What follows belongs to an exercise in optimizing a design on an open flow for a short achievable clock period and few clock cycles per item; a production flow would make more cautious choices. Function was checked by simulation only, so behaviour that the tests miss may differ from the original. In this run the design's own scripts or RTL, not TritonCTS, make the clock network. The flow treats the clock pin as an ideal source. Dropping or thinning the clock tree relies on that and would not hold on a real chip. Power and IR drop assume default switching activity.

==> design.v <==
module gfe (
    input  wire        clk,
    input  wire        rst,           
    input  wire        cfg_mode,      
    input  wire [3:0]  cfg_base_col,  
    input  wire        in_valid,
    output wire        in_ready,
    input  wire [7:0]  in_data,
    output wire        out_valid,
    input  wire        out_ready,
    output wire [7:0]  out_data,
    input  wire        stat_rd,
    input  wire [7:0]  stat_addr,
    output reg         stat_rvalid,
    output reg  [31:0] stat_rdata
);
    localparam [2:0] S_LISTEN = 3'd0,
                     S_ACCUM  = 3'd1,
                     S_RENDER = 3'd2,
                     S_ACK    = 3'd3,
                     S_DIAG   = 3'd4,
                     S_FAULT  = 3'd5;
    localparam [3:0] C_EOF_AT_BOUNDARY = 4'd1,
                     C_EOF_MID_FRAME   = 4'd2,
                     C_RX_OVERRUN      = 4'd3,
                     C_NET_READ_ERROR  = 4'd4,
                     C_ACK_WRITE_ERROR = 4'd5,
                     C_DISPLAY_ERROR   = 4'd6,
                     C_PROTOCOL        = 4'd7;
    localparam [7:0] T_NET_ACCEPT   = 8'h10,
                     T_NET_READ     = 8'h11,
                     T_NET_WRITE    = 8'h12,
                     T_DISP_CLEAR   = 8'h20,
                     T_DISP_TEXT    = 8'h21,
                     T_DISP_LOAD    = 8'h22,
                     T_DISP_CURSOR  = 8'h23,
                     T_DISP_CHAR    = 8'h24;
    localparam [7:0] T_NET_ACCEPTED = 8'h18,
                     T_NET_DATA     = 8'h19,
                     T_NET_READ_ERR = 8'h1A,
                     T_NET_WR_DONE  = 8'h1B,
                     T_NET_WR_ERR   = 8'h1C,
                     T_DISP_OK      = 8'h28,
                     T_DISP_ERR     = 8'h29;
    localparam [7:0] ACK_CHAR = 8'h41;
    localparam [127:0] DIAG_TEXT = "DISPLAY I/O FAIL";
    reg  [2:0]  state;
    reg  [4:0]  step;
    reg  [1:0]  dstep;
    reg  [5:0]  offset;
    reg         fault;
    reg  [3:0]  cause;
    reg  [15:0] frames_lo, frames_hi;
    reg         frames_cy;      
    reg  [7:0]  rxbuf [0:39];
    reg         mode;
    reg  [3:0]  base_col;
    reg  [5:0]  need;           
    reg         rst_q;          
    wire [31:0] frames = {frames_hi, frames_lo};
    wire st_listen = (state == S_LISTEN);
    wire st_accum  = (state == S_ACCUM);
    wire st_render = (state == S_RENDER);
    wire st_ack    = (state == S_ACK);
    wire st_diag   = (state == S_DIAG);
    wire step_last = (step == 5'd23);
    reg         f_q;            
    reg  [7:0]  b_q;            
    reg         b00, b01, b02;  
    reg         bkle, bfill;    
    reg         p_tag, p_len, p_data;    
    reg         l_q;            
    reg  [7:0]  k_cnt;          
    reg         kc1;            
    reg         keep_r;         
    reg         fill_r;         
    reg  [7:0]  len_r;          
    reg         b19;            
    wire nx_len  = p_tag && b19;
    wire nx_data = (p_len && !b00) || (p_data && !l_q);
    wire nx_tag  = !nx_len && !nx_data;
    wire [7:0] cnt_now  = p_len ? b_q : k_cnt;       
    wire       last_now = p_len ? b01 : kc1;
    wire [7:0] len_now  = p_len ? b_q : len_r;
    wire       keep_now = p_len ? (st_accum && !b00 && bkle) : keep_r;
    wire       fill_now = p_len ? bfill : fill_r;    
    reg  [5:0]  offset_after, need_after;
    reg         ev_accum0;      
    reg         ev_step;        
    reg         ev_derr;        
    reg         ev_dok;         
    reg         ev_dend;        
    reg         ev_data;        
    reg         ev_dlast;       
    reg         ev_len;         
    reg         ev_f4, ev_f5, ev_f7, ev_feof, ev_f3;    
    reg  [7:0]  oa;             
    reg         ov;             
    reg  [7:0]  sb [0:16];      
    reg  [16:0] sv;             
    reg         load_q;         
    reg         rdy;            
    reg  [39:0] wr_sel;         
    reg  [39:0] we_q;           
    reg  [7:0]  wd_q;           
    genvar g;
    integer n, i;
    function [63:0] transpose;
        input [39:0] cm;    
        integer r, c;
        begin
            transpose = 64'd0;
            for (r = 0; r < 8; r = r + 1)
                for (c = 0; c < 5; c = c + 1)
                    transpose[8*r + (4 - c)] = cm[8*c + (7 - r)];
        end
    endfunction
    wire [39:0] glyph [0:7];
    generate
        for (g = 0; g < 8; g = g + 1) begin : g_glyph
            assign glyph[g] = {rxbuf[5*g + 4], rxbuf[5*g + 3], rxbuf[5*g + 2],
                               rxbuf[5*g + 1], rxbuf[5*g + 0]};
        end
    endgenerate
    wire [2:0]  tp_glyph = st_render ? step[2:0] + 3'd1 : 3'd0;
    reg  [7:0]  gsel;
    reg  [39:0] gmux;
    reg  [63:0] tnext;
    always @(*) begin
        gmux = 40'd0;
        for (n = 0; n < 8; n = n + 1)
            if (gsel[n]) gmux = gmux | glyph[n];
    end
    always @(posedge clk) begin
        for (n = 0; n < 8; n = n + 1) gsel[n] <= (tp_glyph == n);
        tnext <= transpose(gmux);
    end
    wire [4:0] nstep   = step + 5'd1;
    wire [3:0] cell_k  = nstep[4:1] - 4'd4;              
    wire [3:0] cur_col = base_col + {2'b00, cell_k[1:0]};
    reg [7:0] ok_tag;
    always @(*) begin
        case (state)
            S_LISTEN: ok_tag = T_NET_READ;
            S_ACCUM:  ok_tag = fill_now ? T_DISP_LOAD : T_NET_READ;
            S_RENDER:
                if (step_last)         ok_tag = mode ? T_NET_WRITE : T_NET_READ;
                else if (step < 5'd7)  ok_tag = T_DISP_LOAD;
                else if (step[0])      ok_tag = T_DISP_CURSOR;
                else                   ok_tag = T_DISP_CHAR;
            S_ACK:    ok_tag = T_NET_READ;
            default:  ok_tag = (dstep == 2'd0) ? T_DISP_CURSOR : T_DISP_TEXT;
        endcase
    end
    reg [7:0]  nt [0:16];
    reg [16:0] nm;
    always @(*) begin
        for (n = 0; n < 17; n = n + 1) nt[n] = 8'h00;
        nm = 17'd0;
        case (state)
            S_LISTEN, S_ACK: begin
                nt[0] = 8'd40;
                nm    = 17'h00001;
            end
            S_ACCUM:
                if (fill_now) begin
                    nt[0] = 8'd0;
                    for (n = 0; n < 8; n = n + 1) nt[n + 1] = tnext[8*n +: 8];
                    nm = 17'h001ff;
                end else begin
                    nt[0] = {2'b00, need - len_now[5:0]};
                    nm    = 17'h00001;
                end
            S_RENDER:
                if (step_last) begin
                    nt[0] = mode ? ACK_CHAR : 8'd40;
                    nm    = 17'h00001;
                end else if (step < 5'd7) begin
                    nt[0] = {3'b000, nstep};
                    for (n = 0; n < 8; n = n + 1) nt[n + 1] = tnext[8*n +: 8];
                    nm = 17'h001ff;
                end else if (step[0]) begin
                    nt[0] = {4'd0, cur_col};
                    nt[1] = {7'd0, cell_k[2]};
                    nm    = 17'h00003;
                end else begin
                    nt[0] = {5'd0, cell_k[2:0]};
                    nm    = 17'h00001;
                end
            S_DIAG:
                if (dstep == 2'd0) begin
                    nm = 17'h00003;
                end else begin
                    nt[0] = 8'd16;
                    for (n = 0; n < 16; n = n + 1) nt[n + 1] = DIAG_TEXT[8*(15 - n) +: 8];
                    nm = 17'h1ffff;
                end
            default: ;
        endcase
    end
    reg [7:0]  nt_q [0:16];
    reg [16:0] nm_q;
    always @(posedge clk) begin
        for (n = 0; n < 17; n = n + 1) nt_q[n] <= nt[n];
        nm_q <= nm;
    end
    assign out_valid = ov;
    assign out_data  = oa;
    assign in_ready  = rdy;
    wire [7:0]  sx [0:16];
    wire [16:0] svx = load_q ? nm_q : sv;
    generate
        for (g = 0; g < 17; g = g + 1) begin : g_sx
            assign sx[g] = load_q ? nt_q[g] : sb[g];
        end
    endgenerate
    wire in_fire, ov_d, rdy_d, load_d;
    wire i19, i00, i01, i02, kle, keq;
    wire [11:0] ev_d;
    gfe_fast u_fast (
        .in_valid (in_valid),
        .in_data  (in_data),
        .out_ready(out_ready),
        .rdy      (rdy),
        .ov       (ov),
        .more     (svx[0]),
        .nx_tag   (nx_tag),
        .nx_len   (nx_len),
        .nx_data  (nx_data),
        .last_now (last_now),
        .keep_now (keep_now),
        .fault    (fault),
        .s_listen (st_listen),
        .s_accum  (st_accum),
        .s_render (st_render),
        .s_ack    (st_ack),
        .s_diag   (st_diag),
        .diag_go  (dstep != 2'd2),
        .need     (need),
        .fire     (in_fire),
        .ov_d     (ov_d),
        .rdy_d    (rdy_d),
        .load_d   (load_d),
        .i19      (i19),
        .i00      (i00),
        .i01      (i01),
        .i02      (i02),
        .kle      (kle),
        .keq      (keq),
        .ev       (ev_d)
    );
    reg        rd_q;
    reg  [7:0] addr_q;
    reg        rd_qq;
    reg  [1:0] sel_qq;      
    wire [31:0] status_word = {9'd0, dstep, step, 2'b00, offset, cause, fault, state};
    wire [31:0] config_word = {24'd0, base_col, 3'b000, mode};
    always @(posedge clk) begin
        if (rst) begin
            rd_q        <= 1'b0;
            rd_qq       <= 1'b0;
            stat_rvalid <= 1'b0;
        end else begin
            rd_q        <= stat_rd;
            rd_qq       <= rd_q;
            stat_rvalid <= rd_qq;
        end
        addr_q <= stat_addr;
        if (addr_q[7:2] != 6'd0)      sel_qq <= 2'd3;
        else if (addr_q[1:0] == 2'd0) sel_qq <= 2'd0;
        else if (addr_q[1:0] == 2'd1) sel_qq <= 2'd1;
        else if (addr_q[1:0] == 2'd2) sel_qq <= 2'd2;
        else                          sel_qq <= 2'd3;
        case (sel_qq)
            2'd0:    stat_rdata <= status_word;
            2'd1:    stat_rdata <= frames;
            2'd2:    stat_rdata <= config_word;
            default: stat_rdata <= 32'd0;
        endcase
    end
    always @(posedge clk) begin
        rst_q <= rst;
        if (rst) begin
            mode     <= cfg_mode;
            base_col <= cfg_base_col;
        end
        len_r  <= len_now;
        keep_r <= keep_now;
        fill_r <= fill_now;
        offset_after <= offset + len_now[5:0];
        need_after   <= need - len_now[5:0];
        if (rst) begin
            oa     <= T_NET_ACCEPT;
            ov     <= 1'b1;
            sv     <= 17'd0;
            load_q <= 1'b0;
            rdy    <= 1'b0;
            f_q    <= 1'b0;
            p_tag  <= 1'b0;
            p_len  <= 1'b0;
            p_data <= 1'b0;
            b_q    <= 8'd0;
            b19    <= 1'b0;
            b00    <= 1'b0;
            b01    <= 1'b0;
            b02    <= 1'b0;
            bkle   <= 1'b0;
            bfill  <= 1'b0;
            l_q    <= 1'b0;
            kc1    <= 1'b0;
            {ev_accum0, ev_step, ev_derr, ev_dok, ev_dend, ev_data, ev_dlast, ev_len,
             ev_f4, ev_f5, ev_f7, ev_feof, ev_f3} <= 13'd0;
        end else begin
            f_q    <= in_fire;
            load_q <= load_d;
            if (in_fire) begin
                p_tag  <= nx_tag;
                p_len  <= nx_len;
                p_data <= nx_data;
                b_q    <= in_data;
                b19    <= i19;
                b00    <= i00;
                b01    <= i01;
                b02    <= i02;
                bkle   <= kle;
                bfill  <= keq;
                l_q    <= last_now;
                k_cnt  <= cnt_now - 8'd1;
                kc1    <= p_len ? b02 : (k_cnt == 8'd2);
            end
            {ev_accum0, ev_step, ev_derr, ev_dok, ev_dend, ev_dlast, ev_len,
             ev_f4, ev_f5, ev_f7, ev_feof, ev_f3} <= in_fire ? ev_d : 12'd0;
            ev_data <= in_fire && nx_data && keep_now;
            if (ov) begin
                if (out_ready) oa <= sx[0];
            end else begin
                oa <= (st_render && in_data[0]) ? T_DISP_CLEAR : ok_tag;
            end
            ov <= ov_d;
            if (ov && out_ready) begin
                for (i = 0; i < 16; i = i + 1) begin
                    sb[i] <= sx[i + 1];
                    sv[i] <= svx[i + 1];
                end
                sv[16] <= 1'b0;
            end else begin
                for (i = 0; i < 17; i = i + 1)
                    sb[i] <= sx[i];
                sv <= svx;
            end
            rdy <= rdy_d;
        end
    end
    always @(posedge clk) begin
        for (n = 0; n < 40; n = n + 1) begin
            we_q[n] <= ev_data && wr_sel[n];
            if (we_q[n]) rxbuf[n] <= wd_q;
        end
        wd_q <= b_q;
    end
    always @(posedge clk) begin
        if (rst_q) begin
            state     <= S_LISTEN;
            step      <= 5'd0;
            dstep     <= 2'd0;
            offset    <= 6'd0;
            need      <= 6'd40;
            fault     <= 1'b0;
            cause     <= 4'd0;
            frames_lo <= 16'd0;
            frames_hi <= 16'd0;
            frames_cy <= 1'b0;
            wr_sel    <= 40'd0;
        end else begin
            frames_cy <= 1'b0;
            if (frames_cy) frames_hi <= frames_hi + 16'd1;
            if (ev_accum0) begin
                state  <= S_ACCUM;
                offset <= 6'd0;
                need   <= 6'd40;
                step   <= 5'd0;
            end
            if (ev_step) begin
                if (step_last) begin
                    frames_lo <= frames_lo + 16'd1;
                    frames_cy <= (frames_lo == 16'hffff);
                    step      <= 5'd0;
                    if (mode) begin
                        state <= S_ACK;
                    end else begin
                        state  <= S_ACCUM;
                        offset <= 6'd0;
                        need   <= 6'd40;
                    end
                end else begin
                    step <= nstep;
                end
            end
            if (ev_derr) begin
                fault <= 1'b1;
                cause <= C_DISPLAY_ERROR;
                state <= S_DIAG;
                dstep <= 2'd0;
            end
            if (ev_dok) begin
                dstep <= dstep + 2'd1;
                if (dstep == 2'd2) state <= S_FAULT;
            end
            if (ev_dend) state <= S_FAULT;
            if (ev_f4)   begin fault <= 1'b1; cause <= C_NET_READ_ERROR;  state <= S_FAULT; end
            if (ev_f5)   begin fault <= 1'b1; cause <= C_ACK_WRITE_ERROR; state <= S_FAULT; end
            if (ev_f7)   begin fault <= 1'b1; cause <= C_PROTOCOL;        state <= S_FAULT; end
            if (ev_f3)   begin fault <= 1'b1; cause <= C_RX_OVERRUN;      state <= S_FAULT; end
            if (ev_feof) begin
                fault <= 1'b1;
                cause <= (offset == 6'd0) ? C_EOF_AT_BOUNDARY : C_EOF_MID_FRAME;
                state <= S_FAULT;
            end
            if (ev_len)
                for (n = 0; n < 40; n = n + 1) wr_sel[n] <= (offset == n);
            if (ev_data)
                wr_sel <= {wr_sel[38:0], 1'b0};
            if (ev_dlast) begin
                if (fill_r) begin
                    offset <= 6'd40;
                    need   <= 6'd0;
                    state  <= S_RENDER;
                    step   <= 5'd0;
                end else begin
                    offset <= offset_after;
                    need   <= need_after;
                end
            end
        end
    end
endmodule
module gfe_fast (
    input  wire        in_valid,
    input  wire [7:0]  in_data,
    input  wire        out_ready,
    input  wire        rdy,         
    input  wire        ov,          
    input  wire        more,        
    input  wire        nx_tag,      
    input  wire        nx_len,      
    input  wire        nx_data,     
    input  wire        last_now,    
    input  wire        keep_now,    
    input  wire        fault,
    input  wire        s_listen, s_accum, s_render, s_ack, s_diag,
    input  wire        diag_go,     
    input  wire [5:0]  need,
    output wire        fire,        
    output wire        ov_d,        
    output wire        rdy_d,       
    output wire        load_d,      
    output wire        i19, i00, i01, i02,
    output wire        kle,         
    output wire        keq,         
    output wire [11:0] ev           
);
    wire i18   = (in_data == 8'h18);
    wire i1a   = (in_data == 8'h1A);
    wire i1b   = (in_data == 8'h1B);
    wire i1c   = (in_data == 8'h1C);
    wire i2829 = (in_data[7:1] == 7'h14);
    wire i28   = i2829 && !in_data[0];
    wire i29   = i2829 && in_data[0];
    assign i19 = (in_data == 8'h19);
    assign i00 = (in_data == 8'h00);
    assign i01 = (in_data == 8'h01);
    assign i02 = (in_data == 8'h02);
    assign kle = (in_data <= {2'b00, need});
    assign keq = (in_data == {2'b00, need});
    assign fire = in_valid && rdy;
    wire t_listen = nx_tag && s_listen;
    wire t_accum  = nx_tag && s_accum;
    wire t_render = nx_tag && s_render;
    wire t_ack    = nx_tag && s_ack;
    wire t_diag   = nx_tag && s_diag;
    wire d_go     = nx_data && last_now && keep_now;
    wire m_ok  = (i18 && t_listen) || (i28 && (t_render || (t_diag && diag_go))) ||
                 (i1b && t_ack) || d_go;
    wire m_go  = m_ok || (i29 && t_render);
    wire m_end = (nx_tag && !i19) || (nx_len && i00) || (nx_data && last_now);
    wire done  = out_ready && !more;    
    assign load_d = fire && m_ok;
    assign ov_d   = ov ? !done : (fire && m_go);
    assign rdy_d  = !(fire && m_end) && (!ov || done);
    wire e_accum0 = (t_listen && i18) || (t_ack && i1b);
    wire e_step   = t_render && i28;
    wire e_derr   = t_render && i29;
    wire e_dok    = t_diag && i28;
    wire e_dend   = t_diag && i29;
    wire e_f4     = t_accum && i1a;
    wire e_f5     = t_ack && i1c;
    wire e_f7     = (!i19 && ((t_listen && !i18) || (t_accum && !i1a) ||
                              (t_render && !i2829) || (t_ack && !i1b && !i1c))) ||
                    (nx_len && !fault && !s_accum);
    wire e_len    = nx_len;
    wire e_feof   = nx_len && s_accum && i00;
    wire e_f3     = nx_len && s_accum && !i00 && !kle;
    assign ev = {e_accum0, e_step, e_derr, e_dok, e_dend, d_go, e_len, e_f4, e_f5, e_f7, e_feof, e_f3};
endmodule
==> flow/run.sh <==
#!/bin/bash
# The standard layout (the standard.sh: ORFS from synthesis to the final
# layout), except that the clock tree is built by flow/cts_tree.tcl: four
# root buffers fed by the clock port, each driving leaf buffers that each
# drive a group of nearby flip-flops (two buffer levels on every clock path).
# The make output goes to flow_make.log here; ORFS keeps each step's log
# under orfs/logs/.
set -euo pipefail
export PRE_CTS_TCL="$PWD/flow/cts_tree.tcl"
export TREE_PER_LEAF=32
bash standard.sh > flow_make.log 2>&1
==> flow/cts_tree.tcl <==
# Two-level clock tree. The clock sinks are split by placement into four
# quadrants of equal count; each quadrant gets a root buffer fed straight
# from the clock port, driving one leaf buffer per group of at most
# TREE_PER_LEAF sinks (a grid of equal-count groups within the quadrant).
# Replaces clock_tree_synthesis in ORFS's cts.tcl (sourced as PRE_CTS_TCL).

rename clock_tree_synthesis orfs_clock_tree_synthesis

# split a list of {iterm x y} into n groups of near-equal count along index idx
proc tree_split {items idx n} {
  set sorted [lsort -integer -index $idx $items]
  set len [llength $sorted]
  set out {}
  for {set g 0} {$g < $n} {incr g} {
    set a [expr {($g * $len) / $n}]
    set b [expr {(($g + 1) * $len) / $n - 1}]
    set part [lrange $sorted $a $b]
    if { [llength $part] > 0 } { lappend out $part }
  }
  return $out
}

proc tree_centroid {items} {
  set cx 0
  set cy 0
  foreach s $items {
    set cx [expr {$cx + [lindex $s 1]}]
    set cy [expr {$cy + [lindex $s 2]}]
  }
  set n [llength $items]
  return [list [expr {$cx / $n}] [expr {$cy / $n}]]
}

proc tree_buffer {block master name in_net out_net x y} {
  set buf [odb::dbInst_create $block $master $name]
  [$buf findITerm A] connect $in_net
  [$buf findITerm X] connect $out_net
  $buf setLocation $x $y
  $buf setPlacementStatus PLACED
  return $buf
}

proc clock_tree_synthesis {args} {
  set per_leaf 40
  if { [info exists ::env(TREE_PER_LEAF)] } { set per_leaf $::env(TREE_PER_LEAF) }
  set db [ord::get_db]
  set block [ord::get_db_block]
  set clk_net [$block findNet clk]
  set master [$db findMaster sky130_fd_sc_hd__clkbuf_16]
  $clk_net setSigType CLOCK

  set sinks {}
  foreach it [$clk_net getITerms] {
    set xy [$it getAvgXY]
    lappend sinks [list $it [lindex $xy 1] [lindex $xy 2]]
  }
  puts "clock tree: [llength $sinks] sinks"

  set q 0
  set l 0
  foreach half [tree_split $sinks 1 2] {
    foreach quad [tree_split $half 2 2] {
      set root_net [odb::dbNet_create $block clktree_root_net_$q]
      $root_net setSigType CLOCK
      # leaf groups: columns by x, then rows by y
      set k [expr {int(ceil(double([llength $quad]) / $per_leaf))}]
      set cols [expr {int(ceil(sqrt($k)))}]
      set leaves {}
      foreach col [tree_split $quad 1 $cols] {
        set rows [expr {int(ceil(double([llength $col]) / $per_leaf))}]
        foreach grp [tree_split $col 2 $rows] {
          set net [odb::dbNet_create $block clktree_leaf_net_$l]
          $net setSigType CLOCK
          foreach s $grp {
            set it [lindex $s 0]
            $it disconnect
            $it connect $net
          }
          set c [tree_centroid $grp]
          tree_buffer $block $master clktree_leaf_$l $root_net $net [lindex $c 0] [lindex $c 1]
          lappend leaves [list {} [lindex $c 0] [lindex $c 1]]
          incr l
        }
      }
      set c [tree_centroid $leaves]
      tree_buffer $block $master clktree_root_$q $clk_net $root_net [lindex $c 0] [lindex $c 1]
      incr q
    }
  }
  puts "clock tree: $q root buffers, $l leaf buffers"

  global_connect
  set_propagated_clock [all_clocks]
}
==> standard.sh <==
#!/bin/bash
# synth_recipe.tcl (not shown) runs the flow's synth.tcl, then flattens the netlist and writes it again
# the make line also repeats each setting of config.mk as NAME=value (left out here)
make -C /OpenROAD-flow-scripts/flow DESIGN_CONFIG=/design/flow/config.mk WORK_HOME=/design/flow/orfs CLKGATE_MAP_FILE= SYNTH_SCRIPT=/design/flow/synth_recipe.tcl "${@:-finish}"
==> config.mk <==
export PLATFORM = sky130hd
export DESIGN_NAME = gfe
export DESIGN_NICKNAME = gfe
export VERILOG_FILES = /design/flow/design.v
export SDC_FILE = /design/flow/constraint.sdc
export NUM_CORES = 4
export LEC_CHECK = 0
export CAP_MARGIN = 20
export CORE_MARGIN = 2
export CORE_UTILIZATION = 40
export PLACE_DENSITY = 0.6
export SETUP_SLACK_MARGIN = 3.5
export SLEW_MARGIN = 20
export SYNTH_HIERARCHICAL = 1
==> constraint.sdc <==
create_clock -name core_clock -period 5.5 [get_ports {clk}]
set_input_delay 1.1000 -clock core_clock [delete_from_list [all_inputs] [get_ports {clk}]]
set_output_delay 1.1000 -clock core_clock [all_outputs]
set_load 0.01 [all_outputs]
==> key figures <==
STA
  – Final number of setup-violating endpoints: 0
  – Worst Tran Pin Value: slightly below 1 ns
  – Setup Skew: ~0.016 ns
  – Post-route setup slack: ~3.4 ns
  – Setup TNS: 0 ns
  – Max-slew violations: 0
  – Slew margin rel.: 0.349
  – Final min period: roughly 2.1 ns
  – Final Hold Viols: 0
  – RSZ-0062 raised after global routing: true
  – Crit share post-route: 0.382
  – Fmax: 477 MHz

Synth
  – Synth Register Bits: 843
  – Adder-cell area share of the yosys netlist: 0.0114
  – Complex-gate fraction of the synthesized area: 0.102
  – Yosys cell types: roughly 80
  – Post-Synth Simple-Gate Area: 0.107
  – Mux cell area share after synthesis: 0.0620
  – Syn_nets: approximately 2500
  – Mapped Avg Cell Area: 13.1 µm²
  – Asr flop ratio synth: 0
  – Synthesized area: 31700 µm²
  – Synth Instances: approximately 2400
  – Top_reg_cell synth: edfxtp_1
  – Largest family of logic cells by synthesized area: simple AND/OR/NAND/NOR gates
  – Warnings, synthesis: 11
  – Number of synthesized flops with an enable pin: between 400 and 500
  – Seq/Total Area, Yosys: 0.680
  – Post-Synth XOR/XNOR Area: 0.0102

Worst setup path
  – Slowest stage cell, crit path: dfxtp_4
  – CP endpoint kind: flip-flop
  – Startpoint types: flip-flop
  – Worst R2R Path Depth: 7
  – CP delay by family, top: compound AO/OA/AOI/OAI gates
  – Crit-path cells: buf_4, mux2i_4, ha_1, nor2b_1, o31a_1, o21a_1, o211ai_1
  – Worst path max stage delay: approximately 0.41 ns
  – Critical path required time: 5.78 ns
  – CP Max Fanout: 6
  – WS Path Type: reg2reg
  – Critical Path Source: p_len
  – R2r setup slk: 3.40 ns
  – Worst Path Buf+Inv: 1
  – FF-to-FF End: nt_q[0][5]
  – CP arrival: ~2.4 ns
  – Start of the worst register-to-register path: p_len

Floorplanning
  – Die width: between 200 and 300 µm
  – Placement row count: 103
  – Starting Density: 0.403
  – Ports: between 60 and 70
  – Core ar.: a little under 80000 µm²
  – Chip Height: ~290 µm
  – Die Footprint: between 80000 and 90000 µm²

Status
  – Status: finished clean

Place
  – Placer Congestion: 0.774
  – Pre-CTS WS: between 1.5 and 2 ns
  – DP Wirelength: around 46 mm
  – Port bufs: a little under 70

Detailed routing
  – ANT nets after route: 0
  – Top sig layer: met4
  – Wire length on met3: approximately 4.1 mm
  – # DRC: 0
  – Initial DRC Count: 1558
  – Via count: slightly below 20000
  – Vias per cell: roughly 5.5
  – 1st-pass router iterations: 5
  – M1 WL: ~35 mm
  – Drt wl/cell: 21.6 µm
  – Final WL: approximately 76 mm
  – Met2 WL post-DR: about 36 mm

Worst hold path
  – Cells on Worst Hold Path: 1
  – Worst hold start: addr_q[1]
  – Worst Hold Class: reg2reg
  – Hold Crit Endpoint: sel_qq[1]

Power
  – Leak: ~0.012 µW
  – PwrDens: 292 nW/µm²
  – Peak VDD IR: roughly 0.18 mV

Global route
  – Pin count of the biggest net entering global routing: 91
  – GR Overflow Total: 0
  – GRT Util Overall: 0.181
  – Initial antenna violation count: 4
  – Global-route wire length before repair: ~120 mm
  – Vias in the first global route: between 15000 and 20000

Layout
  – Fraction of layout cells with a size suffix above 1: 0.169
  – Diode count: 0
  – Most frequent cells in the layout: 469 x edfxtp_1, 330 x dfxtp_1, 179 x nand2_1, 168 x a22oi_1, 152 x nor2_1
  – NumNets Final: 2538
  – Most common cell after layout, fill and taps aside: edfxtp_1
  – Synthesis-to-finish area growth: 12.6%
  – Final Core Density: 0.454
  – # fillers: around 6900

CTS
  – Worst skew pair latency: around 0.40 ns
  – Clock-pin slew on the worst setup and hold paths: 0.09 ns
  – # hold bufs at CTS: 0

Run
  – Maxcap violations: 0
## worst reg2reg max path, cell delays in order, from the launching register on
cell and delay (ns):
dfxtp_4 0.41, buf_4 0.15, mux2i_4 0.24, ha_1 0.25
nor2b_1 0.14, o31a_1 0.27, o21a_1 0.20, o211ai_1 0.33
## kinds of logic after synthesis
kind of cell	count (synthesis)
compound gates	484
mux	139
simple gates	683
xor+xnor	37
fa+ha+maj	27
flops	843
buf+inv	206
## metal layers
layer | track usage | vias to the layer above
met1 | 0.266 | 9885
li1 | - | 9047
met5 | 0 | -
met3 | 0.0153 | 95
met2 | 0.295 | 573
met4 | 0.0352 | 0
## Yosys cell counts, types with 45 or more instances
master | instances | area share
mux4_2 | 45 | 0.032
nand4_1 | 51 | 0.010
a21oi_1 | 116 | 0.018
nand2_1 | 207 | 0.025
and2_1 | 95 | 0.019
a22oi_1 | 169 | 0.040
edfxtp_1 | 469 | 0.44
inv_1 | 52 | 0.0062
clkbuf_1 | 103 | 0.012
o21ai_0 | 59 | 0.0093
dfxtp_1 | 374 | 0.24
mux2i_1 | 86 | 0.027
nor2_1 | 157 | 0.019
## per-stage QoR
step | hold WS, ns | cells | power (µW) | area, µm²
floorplan | 0.350 | 2419 | 7290 | 32200
global placement | 0.401 | 3415 | 7410 | 33600
detailed placement | 0.400 | 3415 | 7430 | 33600
CTS | 0.410 | 3514 | 10500 | 35300
global route | 0.439 | 3533 | 10800 | 35700
finish | 0.417 | 3533 | 10400 | 35700
## per-module statistics from Yosys, one instance, submodules excluded
module	flops+latches	times used	cells	cell area, µm²
gfe_fast	0	1	95	621
gfe	843	1	2324	31100
## area by class of cell
class | instances | area (µm²) | share of cell area
plain buffers | 40 | 1000 | 0.0280
flip-flops and latches | 843 | 21700 | 0.606
inverters | 52 | 199 | 0.00557
repair buffers | 173 | 1630 | 0.0457
well taps | 1050 | 1310 | 0.0368
multi-input cells | 1373 | 9890 | 0.277
repair inverters | 2 | 12.5 | 0.000350
## what timing repair did
item | 4_1_cts | 5_1_grt
endpoints found under the setup margin | 480 | 190
cloned | 8 | 4
setup buffers | 51 | 15
resized for setup | 323 | 63
pin swaps | 23 | 18
## power by group
part	internal, µW	switching (µW)	leakage (µW)
sequential	6780	90.1	0.00723
clock	1310	1790	0.000493
combinational	220	258	0.00446
total	8300	2140	0.0122
## sequential cells by signal, indices dropped and copies added, names as in the netlist, 16 cells and up
name	flops
rxbuf	320
sb	136
nt_q	49
tnext	40
we_q	40
wr_sel	40
stat_rdata	32
sv	17
frames_hi	16
frames_lo	16
## worst max path at each step
| stage | to | slack [ns] | depth (start not counted) |
|---|---|---|---|
| 3_3_place_gp | sb[7][6] | 1.79 | 5 |
| 3_5_place_dp | sb[11][6] | 1.75 | 5 |
| 6_report | nt_q[0][5] | 3.40 | 7 |
| 2_1_floorplan | sv[10] | 1.87 | 3 |
| 4_1_cts | nt_q[0][3] | 3.40 | 7 |
| 5_1_grt | offset_after[5] | 3.36 | 9 |
Testbench counts, summed over its fixed seeds: cycles 88,757, frames 384.

==> re-timing with driven ports <==
No port has a modelled driver above. Below, the same layout with a new extraction and two added sets of constraints.
Step 1 (the two cells are an assumption about what drives the block):
set clk [get_ports {clk}]
set_driving_cell -lib_cell sky130_fd_sc_hd__clkbuf_16 $clk
set_driving_cell -lib_cell sky130_fd_sc_hd__buf_2 [delete_from_list [all_inputs] $clk]
Step 2 also shifts input and output timing later by t, the mid clock arrival at the registers, as if the neighbouring blocks saw the same clock.
a / b / c = no drivers / after step 1 / after step 2; a / b = the first two.
t, ns: 0.530
setup WS [ns]: 3.402 / 3.364 / 3.002
worst setup path at the end: input to register
worst slew at a driven data input, ns: 0.06
After both steps setup and hold are still met in this run. The setup slack of this run moves by -0.038 ns with the drivers and by -0.400 ns with both steps.
